What follows belongs to an exercise in optimizing a design on an open flow for small area, a short achievable clock period and few clock cycles per item; a production flow would make more cautious choices. No activity file was given, so power comes from the tool's default toggle rates.

==> inputs of v17 <==
// oi1_codec
module oi1_codec (
    input  wire        clk,
    input  wire        rst,
    input  wire        cmd_valid,
    output wire        cmd_ready,
    input  wire [7:0]  cmd_op,
    input  wire [15:0] cmd_len,
    input  wire        in_valid,
    output wire        in_ready,
    input  wire [7:0]  in_data,
    output wire        out_valid,
    input  wire        out_ready,
    output wire [7:0]  out_data,
    output wire        rsp_valid,
    output wire [3:0]  rsp_status,
    output wire [1:0]  rsp_version,
    output wire        rsp_verified,
    output wire [31:0] rsp_crc,
    output wire [31:0] rsp_expected,
    output wire [7:0]  rsp_err_char,
    output wire [15:0] rsp_err_pos,
    output wire        rsp_is_valid,
    output wire [1:0]  rsp_reason,
    output wire [6:0]  rsp_quality,
    output wire [2:0]  rsp_issues
);
Settings: LEC_CHECK=0, CAP_MARGIN=20, CORE_MARGIN=2, CORE_UTILIZATION=40, SLEW_MARGIN=20, SYNTH_MEMORY_MAX_BITS=16384; clock period 13.0 ns.
standard.sh (not shown) runs the stock make flow with config.mk's settings and CLKGATE_MAP_FILE= SYNTH_SCRIPT=/design/flow/synth_recipe.tcl, a recipe that flattens the netlist after the stock synthesis.
==> flow/flow/run.sh <==
#!/bin/bash
# Own layout flow: the standard synthesis unchanged, then the standard layout with a
# larger setup-slack margin, so that ORFS's timing repair keeps working on paths well below the
# clock period. Each step's full output goes to a log file of its own in this folder.
set -euo pipefail
bash standard.sh synth > synth.log 2>&1
bash standard.sh SETUP_SLACK_MARGIN=9.6 finish > layout.log 2>&1
==> inputs of v1, as changes to v17 <==
--- a/flow/design.v
+++ b/flow/design.v
@@ -81,18 +81,19 @@
   reg         d_en;          
   wire cmd_fire = cmd_valid && cmd_ready_q;
   wire in_fire  = in_valid && in_ready_q;
   wire op_reads = (cmd_op == OP_CRC) || (cmd_op == OP_ENCODE) || (cmd_op == OP_DECODE) ||
                   (cmd_op == OP_VALID) || (cmd_op == OP_QUAL);
   reg  [7:0]  d;             
   reg  [3:0]  dh;            
+  reg         vs, vn;        
   reg         v;             
   reg         d_comp;        
   reg         d_main;        
-  wire        s = |dh;
+  wire        s = vs;        
   wire [1:0]  g = {dh[2] | dh[3], dh[1] | dh[3]};
   reg  [31:0] x;             
   reg  [5:0]  acc;           
   reg         bad, mism;
   reg  [1:0]  u_need;
   reg  [2:0]  u_rng;
   reg         u_err;
@@ -100,18 +101,17 @@
   reg  [7:0]  h1, h2;        
   reg         vk1, vk2;      
   reg         eqa, eqb, eqc;
   reg         run4;
   reg  [2:0]  wdist;          
   reg  signed [19:0] pe;     
   reg  [20:0] hq0, hq1, hq2, hq3;
-  reg  signed [23:0] zq;
-  reg  signed [19:0] wq;
+  wire [23:0] zq = x[23:0];    
   reg  [38:0] dq;
-  reg  [3:0]  dp;
+  reg  [8:0]  dp;
   reg         hf;            
   reg         out_valid_q;
   reg  [7:0]  out_data_q;
   reg  [5:0]  sq;            
   reg  [1:0]  sqn;           
   reg  [4:0]  tcnt;          
   reg         rsp_valid_q;
@@ -165,34 +165,43 @@
         RNG_90_BF: u_bad_s = !(ub >= 8'h90 && ub <= 8'hBF);
         RNG_80_8F: u_bad_s = !(ub >= 8'h80 && ub <= 8'h8F);
         default:   u_bad_s = !(ub >= 8'h80 && ub <= 8'hBF);
       endcase
     end
   end
   reg         e1q, e2q;
-  wire [7:0]  prev1 = v ? d  : h1;
-  wire [7:0]  prev2 = v ? h1 : h2;
   wire        vk1e  = vk1 && !st;
   wire        vk2e  = vk2 && !st;
   wire        run_hit = e1q && eqa && eqb;
   wire        alt_hit = e2q && eqc && !eqb;
   wire        qv   = v && m_qua;
   wire [20:0] hsel = ({21{dh[0]}} & hq0) | ({21{dh[1]}} & hq1) |
                      ({21{dh[2]}} & hq2) | ({21{dh[3]}} & hq3);
   wire [20:0] hinc = hsel + 21'd25;
-  wire [38:0] opa  = !qv ? 39'd0 : s ? {15'd0, hsel, 3'b000} : {{17{wq[19]}}, wq, 2'b00};
-  wire [38:0] opb  = (qv && s) ? {{15{zq[23]}}, zq} : 39'd0;
+  wire [15:0] pos_inc = pos + 16'd1;
+  wire [38:0] opa  = vs ? {15'd0, hsel, 3'b000} : vn ? ~{19'd0, pos, 4'b0000} : 39'd0;
+  wire [38:0] opb  = vs ? {{15{zq[23]}}, zq} : vn ? ~{20'd0, pos_inc, 3'b010} : 39'd0;
   wire [38:0] cs_s = dq ^ opa ^ opb;
   wire [38:0] cs_m = (dq & opa) | (dq & opb) | (opa & opb);
   wire [38:0] cs_c = {cs_m[37:0], 1'b0};
-  wire [8:0]  dq_c0 = {1'b0, cs_s[7:0]}   + {1'b0, cs_c[7:0]};
-  wire [8:0]  dq_c1 = {1'b0, cs_s[15:8]}  + {1'b0, cs_c[15:8]}  + {8'd0, dp[0]};
-  wire [8:0]  dq_c2 = {1'b0, cs_s[23:16]} + {1'b0, cs_c[23:16]} + {8'd0, dp[1]};
-  wire [8:0]  dq_c3 = {1'b0, cs_s[31:24]} + {1'b0, cs_c[31:24]} + {8'd0, dp[2]};
-  wire [6:0]  dq_c4 = cs_s[38:32] + cs_c[38:32] + {6'd0, dp[3]};
+  reg  [38:0] dq_n;
+  reg  [8:0]  dp_n;
+  reg         rc;
+  integer     bi;
+  always @(*) begin
+    rc = 1'b0;
+    for (bi = 0; bi < 39; bi = bi + 1) begin
+      if (bi != 0 && bi % 4 == 0) begin
+        dp_n[bi / 4 - 1] = rc;
+        rc = dp[bi / 4 - 1];
+      end
+      dq_n[bi] = cs_s[bi] ^ cs_c[bi] ^ rc;
+      rc = (cs_s[bi] & cs_c[bi]) | (cs_s[bi] & rc) | (cs_c[bi] & rc);
+    end
+  end
   reg  signed [19:0] pe_add;
   always @(*) begin
     if (!alt_hit)             pe_add = -20'sd3;
     else case (wdist)
       3'd1:    pe_add = 20'sd7;
       3'd2:    pe_add = 20'sd17;
       3'd3:    pe_add = 20'sd27;
@@ -243,15 +252,15 @@
     end
     rsp_n = 1'b0;
     if (act) begin
       if (m_none)
         rsp_n = st;
       else if (in_left == 16'd0) begin
         if (m_qua)
-          rsp_n = !st && !v && (dp == 4'd0);
+          rsp_n = !st && !v && (dp == 9'd0);
         else if (m_enc)
           rsp_n = lz || (!st && !full && !ov_n && tcnt == 5'd16);
         else if (m_dec)
           rsp_n = !ov_n;
         else
           rsp_n = 1'b1;
       end
@@ -303,90 +312,101 @@
                    (cmd_len[1:0] != 2'b00) ? 2'd0 :
                    (cmd_len > 16'd16) ? 2'd2 : 2'd1;
       in_left   <= cmd_len;
     end else if (in_fire) begin
       in_left   <= in_left - 16'd1;
     end
   end
+  wire in_sym = (in_data == SYM_O) || (in_data == SYM_0) || (in_data == SYM_I) || (in_data == SYM_L);
   always @(posedge clk) begin
+    dh <= {4{in_fire}} & {in_data == SYM_L, in_data == SYM_I, in_data == SYM_0, in_data == SYM_O};
+    vs <= in_fire && in_sym;
+    vn <= in_fire && !in_sym;
     if (d_en) begin
       d      <= in_data;
-      e1q    <= (in_data == prev1) && (v || vk1e);
-      e2q    <= (in_data == prev2) && (v ? vk1e : vk2e);
-      dh     <= {in_data == SYM_L, in_data == SYM_I, in_data == SYM_0, in_data == SYM_O};
+      e1q    <= (in_data == h1) && vk1e;
+      e2q    <= (in_data == h2) && vk2e;
       d_comp <= (in_left[1:0] == 2'd1);
       d_main <= !dv2 || (in_left > 16'd16);
     end
   end
   always @(posedge clk) begin
+    if (m_qua) begin
+      if (in_fire) begin
+        h1 <= in_data;
+        h2 <= h1;
+      end
+      if (st) begin
+        vk1 <= in_fire;
+        vk2 <= 1'b0;
+      end else if (in_fire) begin
+        vk1 <= 1'b1;
+        vk2 <= vk1;
+      end
+    end else if (v && !bad) begin
+      h1 <= d;
+    end
+  end
+  always @(posedge clk) begin
     bad    <= bad_n;
     mism   <= mism_n;
     u_err  <= u_err_n;
     u_need <= u_need_n;
     if (st) begin
-      x    <= 32'd0;
+      x    <= m_qua ? 32'd63 : 32'd0;
       pos  <= 16'd0;
-      vk1  <= 1'b0;
-      vk2  <= 1'b0;
       eqa  <= 1'b0;
       eqb  <= 1'b0;
       eqc  <= 1'b0;
       run4 <= 1'b0;
       wdist <= 3'd4;
       pe   <= -20'sd1;
       hq0  <= 21'd0;
       hq1  <= 21'd0;
       hq2  <= 21'd0;
       hq3  <= 21'd0;
-      zq   <= 24'sd63;
-      wq   <= -20'sd3;
       dq   <= {39{1'b1}};
-      dp   <= 4'd0;
+      dp   <= 9'd0;
       tcnt <= 5'd0;
       u_rng <= RNG_80_BF;
     end else begin
       if (v && (m_crc || m_enc))
         x <= x_step;
       else if (dec_emit)
         x <= x_step;
       else if (v && m_dec && !dfmt && !bad && s && !d_main)
         x <= x_rot;
+      else if (v && m_qua)
+        x[23:0] <= zq - (s ? 24'd74 : 24'd24);
       if (v && m_dec && !dfmt && !bad && s) begin
         if (d_main)
           acc <= {acc[3:0], g};
         else
           dq[31:0] <= {dq[29:0], g};    
       end
       if (dec_emit)
         u_rng <= u_rng_s;
-      if (v && (m_qua || !bad)) begin
-        pos <= pos + 16'd1;
-        h1  <= d;
-      end
+      if (v && (m_qua || !bad))
+        pos <= pos_inc;
       if (v && m_qua) begin
-        h2   <= h1;
-        vk1  <= 1'b1;
-        vk2  <= vk1;
         eqa  <= e1q;
         eqb  <= eqa;
         eqc  <= e2q;
         if (run_hit)
           run4 <= 1'b1;
         wdist <= alt_hit ? 3'd1 : (wdist == 3'd4) ? 3'd4 : wdist + 3'd1;
         pe   <= pe + pe_add;
         if (dh[0]) hq0 <= hinc;
         if (dh[1]) hq1 <= hinc;
         if (dh[2]) hq2 <= hinc;
         if (dh[3]) hq3 <= hinc;
-        zq  <= zq - (s ? 24'sd74 : 24'sd24);
-        wq  <= wq - 20'sd6;
       end
       if (m_qua) begin
-        dq <= {dq_c4[6:0], dq_c3[7:0], dq_c2[7:0], dq_c1[7:0], dq_c0[7:0]};
-        dp <= {dq_c3[8], dq_c2[8], dq_c1[8], dq_c0[8]};
+        dq <= dq_n;
+        dp <= dp_n;
       end
       if (m_enc && enc_free && tail_pend)
         tcnt <= tcnt + 5'd1;
     end
   end
   always @(posedge clk) begin
     if (m_enc) begin
==> flow/flow/run.sh (replaced) <==
#!/bin/bash
# Own layout flow: the standard synthesis unchanged, then the standard layout with a
# larger setup-slack margin, so that ORFS's timing repair keeps working on paths well below the
# clock period. Each step's full output goes to a log file of its own in this folder.
set -euo pipefail
bash standard.sh synth > synth.log 2>&1
bash standard.sh SETUP_SLACK_MARGIN=9.3 CTS_CLUSTER_SIZE=30 CTS_CLUSTER_DIAMETER=80 finish > layout.log 2>&1
==> inputs of v28, as changes to v17 <==
--- a/flow/design.v
+++ b/flow/design.v
@@ -81,18 +81,19 @@
   reg         d_en;          
   wire cmd_fire = cmd_valid && cmd_ready_q;
   wire in_fire  = in_valid && in_ready_q;
   wire op_reads = (cmd_op == OP_CRC) || (cmd_op == OP_ENCODE) || (cmd_op == OP_DECODE) ||
                   (cmd_op == OP_VALID) || (cmd_op == OP_QUAL);
   reg  [7:0]  d;             
   reg  [3:0]  dh;            
+  reg         vs, vn;        
   reg         v;             
   reg         d_comp;        
   reg         d_main;        
-  wire        s = |dh;
+  wire        s = vs;        
   wire [1:0]  g = {dh[2] | dh[3], dh[1] | dh[3]};
   reg  [31:0] x;             
   reg  [5:0]  acc;           
   reg         bad, mism;
   reg  [1:0]  u_need;
   reg  [2:0]  u_rng;
   reg         u_err;
@@ -100,16 +101,15 @@
   reg  [7:0]  h1, h2;        
   reg         vk1, vk2;      
   reg         eqa, eqb, eqc;
   reg         run4;
   reg  [2:0]  wdist;          
   reg  signed [19:0] pe;     
   reg  [20:0] hq0, hq1, hq2, hq3;
-  reg  signed [23:0] zq;
-  reg  signed [19:0] wq;
+  wire [23:0] zq = x[23:0];    
   reg  [38:0] dq;
   reg  [3:0]  dp;
   reg         hf;            
   reg         out_valid_q;
   reg  [7:0]  out_data_q;
   reg  [5:0]  sq;            
   reg  [1:0]  sqn;           
@@ -165,26 +165,25 @@
         RNG_90_BF: u_bad_s = !(ub >= 8'h90 && ub <= 8'hBF);
         RNG_80_8F: u_bad_s = !(ub >= 8'h80 && ub <= 8'h8F);
         default:   u_bad_s = !(ub >= 8'h80 && ub <= 8'hBF);
       endcase
     end
   end
   reg         e1q, e2q;
-  wire [7:0]  prev1 = v ? d  : h1;
-  wire [7:0]  prev2 = v ? h1 : h2;
   wire        vk1e  = vk1 && !st;
   wire        vk2e  = vk2 && !st;
   wire        run_hit = e1q && eqa && eqb;
   wire        alt_hit = e2q && eqc && !eqb;
   wire        qv   = v && m_qua;
   wire [20:0] hsel = ({21{dh[0]}} & hq0) | ({21{dh[1]}} & hq1) |
                      ({21{dh[2]}} & hq2) | ({21{dh[3]}} & hq3);
   wire [20:0] hinc = hsel + 21'd25;
-  wire [38:0] opa  = !qv ? 39'd0 : s ? {15'd0, hsel, 3'b000} : {{17{wq[19]}}, wq, 2'b00};
-  wire [38:0] opb  = (qv && s) ? {{15{zq[23]}}, zq} : 39'd0;
+  wire [15:0] pos_inc = pos + 16'd1;
+  wire [38:0] opa  = vs ? {15'd0, hsel, 3'b000} : vn ? ~{19'd0, pos, 4'b0000} : 39'd0;
+  wire [38:0] opb  = vs ? {{15{zq[23]}}, zq} : vn ? ~{20'd0, pos_inc, 3'b010} : 39'd0;
   wire [38:0] cs_s = dq ^ opa ^ opb;
   wire [38:0] cs_m = (dq & opa) | (dq & opb) | (opa & opb);
   wire [38:0] cs_c = {cs_m[37:0], 1'b0};
   wire [8:0]  dq_c0 = {1'b0, cs_s[7:0]}   + {1'b0, cs_c[7:0]};
   wire [8:0]  dq_c1 = {1'b0, cs_s[15:8]}  + {1'b0, cs_c[15:8]}  + {8'd0, dp[0]};
   wire [8:0]  dq_c2 = {1'b0, cs_s[23:16]} + {1'b0, cs_c[23:16]} + {8'd0, dp[1]};
   wire [8:0]  dq_c3 = {1'b0, cs_s[31:24]} + {1'b0, cs_c[31:24]} + {8'd0, dp[2]};
@@ -303,86 +302,97 @@
                    (cmd_len[1:0] != 2'b00) ? 2'd0 :
                    (cmd_len > 16'd16) ? 2'd2 : 2'd1;
       in_left   <= cmd_len;
     end else if (in_fire) begin
       in_left   <= in_left - 16'd1;
     end
   end
+  wire in_sym = (in_data == SYM_O) || (in_data == SYM_0) || (in_data == SYM_I) || (in_data == SYM_L);
   always @(posedge clk) begin
+    dh <= {4{in_fire}} & {in_data == SYM_L, in_data == SYM_I, in_data == SYM_0, in_data == SYM_O};
+    vs <= in_fire && in_sym;
+    vn <= in_fire && !in_sym;
     if (d_en) begin
       d      <= in_data;
-      e1q    <= (in_data == prev1) && (v || vk1e);
-      e2q    <= (in_data == prev2) && (v ? vk1e : vk2e);
-      dh     <= {in_data == SYM_L, in_data == SYM_I, in_data == SYM_0, in_data == SYM_O};
+      e1q    <= (in_data == h1) && vk1e;
+      e2q    <= (in_data == h2) && vk2e;
       d_comp <= (in_left[1:0] == 2'd1);
       d_main <= !dv2 || (in_left > 16'd16);
     end
   end
   always @(posedge clk) begin
+    if (m_qua) begin
+      if (in_fire) begin
+        h1 <= in_data;
+        h2 <= h1;
+      end
+      if (st) begin
+        vk1 <= in_fire;
+        vk2 <= 1'b0;
+      end else if (in_fire) begin
+        vk1 <= 1'b1;
+        vk2 <= vk1;
+      end
+    end else if (v && !bad) begin
+      h1 <= d;
+    end
+  end
+  always @(posedge clk) begin
     bad    <= bad_n;
     mism   <= mism_n;
     u_err  <= u_err_n;
     u_need <= u_need_n;
     if (st) begin
-      x    <= 32'd0;
+      x    <= m_qua ? 32'd63 : 32'd0;
       pos  <= 16'd0;
-      vk1  <= 1'b0;
-      vk2  <= 1'b0;
       eqa  <= 1'b0;
       eqb  <= 1'b0;
       eqc  <= 1'b0;
       run4 <= 1'b0;
       wdist <= 3'd4;
       pe   <= -20'sd1;
       hq0  <= 21'd0;
       hq1  <= 21'd0;
       hq2  <= 21'd0;
       hq3  <= 21'd0;
-      zq   <= 24'sd63;
-      wq   <= -20'sd3;
       dq   <= {39{1'b1}};
       dp   <= 4'd0;
       tcnt <= 5'd0;
       u_rng <= RNG_80_BF;
     end else begin
       if (v && (m_crc || m_enc))
         x <= x_step;
       else if (dec_emit)
         x <= x_step;
       else if (v && m_dec && !dfmt && !bad && s && !d_main)
         x <= x_rot;
+      else if (v && m_qua)
+        x[23:0] <= zq - (s ? 24'd74 : 24'd24);
       if (v && m_dec && !dfmt && !bad && s) begin
         if (d_main)
           acc <= {acc[3:0], g};
         else
           dq[31:0] <= {dq[29:0], g};    
       end
       if (dec_emit)
         u_rng <= u_rng_s;
-      if (v && (m_qua || !bad)) begin
-        pos <= pos + 16'd1;
-        h1  <= d;
-      end
+      if (v && (m_qua || !bad))
+        pos <= pos_inc;
       if (v && m_qua) begin
-        h2   <= h1;
-        vk1  <= 1'b1;
-        vk2  <= vk1;
         eqa  <= e1q;
         eqb  <= eqa;
         eqc  <= e2q;
         if (run_hit)
           run4 <= 1'b1;
         wdist <= alt_hit ? 3'd1 : (wdist == 3'd4) ? 3'd4 : wdist + 3'd1;
         pe   <= pe + pe_add;
         if (dh[0]) hq0 <= hinc;
         if (dh[1]) hq1 <= hinc;
         if (dh[2]) hq2 <= hinc;
         if (dh[3]) hq3 <= hinc;
-        zq  <= zq - (s ? 24'sd74 : 24'sd24);
-        wq  <= wq - 20'sd6;
       end
       if (m_qua) begin
         dq <= {dq_c4[6:0], dq_c3[7:0], dq_c2[7:0], dq_c1[7:0], dq_c0[7:0]};
         dp <= {dq_c3[8], dq_c2[8], dq_c1[8], dq_c0[8]};
       end
       if (m_enc && enc_free && tail_pend)
         tcnt <= tcnt + 5'd1;
==> flow/flow/run.sh (replaced) <==
#!/bin/bash
# Own layout flow: the standard synthesis unchanged, then the standard layout with a
# larger setup-slack margin, so that ORFS's timing repair keeps working on paths well below the
# clock period. Each step's full output goes to a log file of its own in this folder.
set -euo pipefail
bash standard.sh synth > synth.log 2>&1
bash standard.sh SETUP_SLACK_MARGIN=9.3 finish > layout.log 2>&1
==> qor summary <==
Number of clock sinks seen by CTS: v1 330; v28 325; v17 365
Number of cells traversed by the worst register-to-register path: v1 15; v28 20; v17 16
Cells after DPL: v1 2947; v28 3036; v17 3039
Arrival time of the worst setup path: v1 4.34 ns; v28 4.29 ns; v17 4.41 ns
Top routing layer in use: v1 met4; v28 met4; v17 met5
Count of vias placed by the detailed router: v1 17219; v28 17743; v17 18103
Area of combinational cells with multiple inputs: v1 11530 um^2; v28 11480 um^2; v17 12820 um^2
Beginning of the worst hold path: v1 hq0[7]; v28 hq0[20]; v17 eqc
Clock power frac: v1 0.314; v28 0.367; v17 0.389
Xor and xnor fraction of the mapped netlist area: v1 0.08312; v28 0.08551; v17 0.08747
Post-placement cell area: v1 22050 um^2; v28 22060 um^2; v17 23110 um^2
Transition time at the pin with the least slew margin: v1 1.053 ns; v28 1.161 ns; v17 1.085 ns
Core Region: v1 49970 um^2; v28 50070 um^2; v17 52450 um^2
Total wirelength of the detailed-routed design: v1 60.62 mm; v28 63.55 mm; v17 62.16 mm
Final non-filler cell total: v1 3127; v28 3235; v17 3305
Simple-gate share of the synthesized area: v1 0.1727; v28 0.1723; v17 0.1716
Diodes inserted: v1 1; v28 0; v17 0
Number of clock buffers in the layout: v1 27; v28 53; v17 63
Post-placement setup slack: v1 8.344 ns; v28 7.851 ns; v17 8.217 ns
Reported combinational group power: v1 0.642 mW; v28 0.723 mW; v17 0.656 mW
Post-DR vias/cell: v1 5.507; v28 5.485; v17 5.477
Smallest hold slack: v1 0.4588 ns; v28 0.4563 ns; v17 0.4536 ns
Status: v1 timing/DRC/antenna clean; v28 timing/DRC/antenna clean; v17 timing/DRC/antenna clean
Worst slew margin: v1 0.2978; v28 0.2261; v17 0.2702
Internal Dissipation: v1 1.841 mW; v28 2.117 mW; v17 2.299 mW
First-iteration detailed-routing DRC count: v1 1380; v28 1493; v17 1175
No run of this note included a check of the RTL's function; only the layout flow was run.

-- port drivers added, routing unchanged --
The results above use ideal ports. As a check the final layouts listed here were re-extracted and re-timed, cells and wires unchanged. Step 1 sets driving cells, clkbuf_16 on the clock port and buf_2 on the other inputs (assumed; they add their load-dependent delay and slew). Step 2 adds t to the input delays and takes it off the output delays; t is the mean of the earliest and latest rising clock arrival at the registers after step 1. Input paths then give back, and output paths get back, about the clock's delay inside the block. Slacks: ideal / step 1 / step 2; pairs: ideal / step 1.
run | shift t [ns] | slack for setup (ns) | hold slack, ns | clock arrival spread, ns
v17 | 0.627 | 9.043 / 9.043 / 9.038 | 0.454 / 0.454 / 0.454 | 0.013 / 0.013
v1 | 0.622 | 9.071 / 9.071 / 8.726 | 0.459 / 0.459 / 0.459 | 0.042 / 0.042
v28 | 0.609 | 9.127 / 9.079 / 8.775 | 0.456 / 0.456 / 0.456 | 0.016 / 0.017
After both steps every run listed still meets setup and hold. For v28, which loses most, drivers alone change the setup slack by -0.048 ns; drivers and shift together by -0.352 ns.
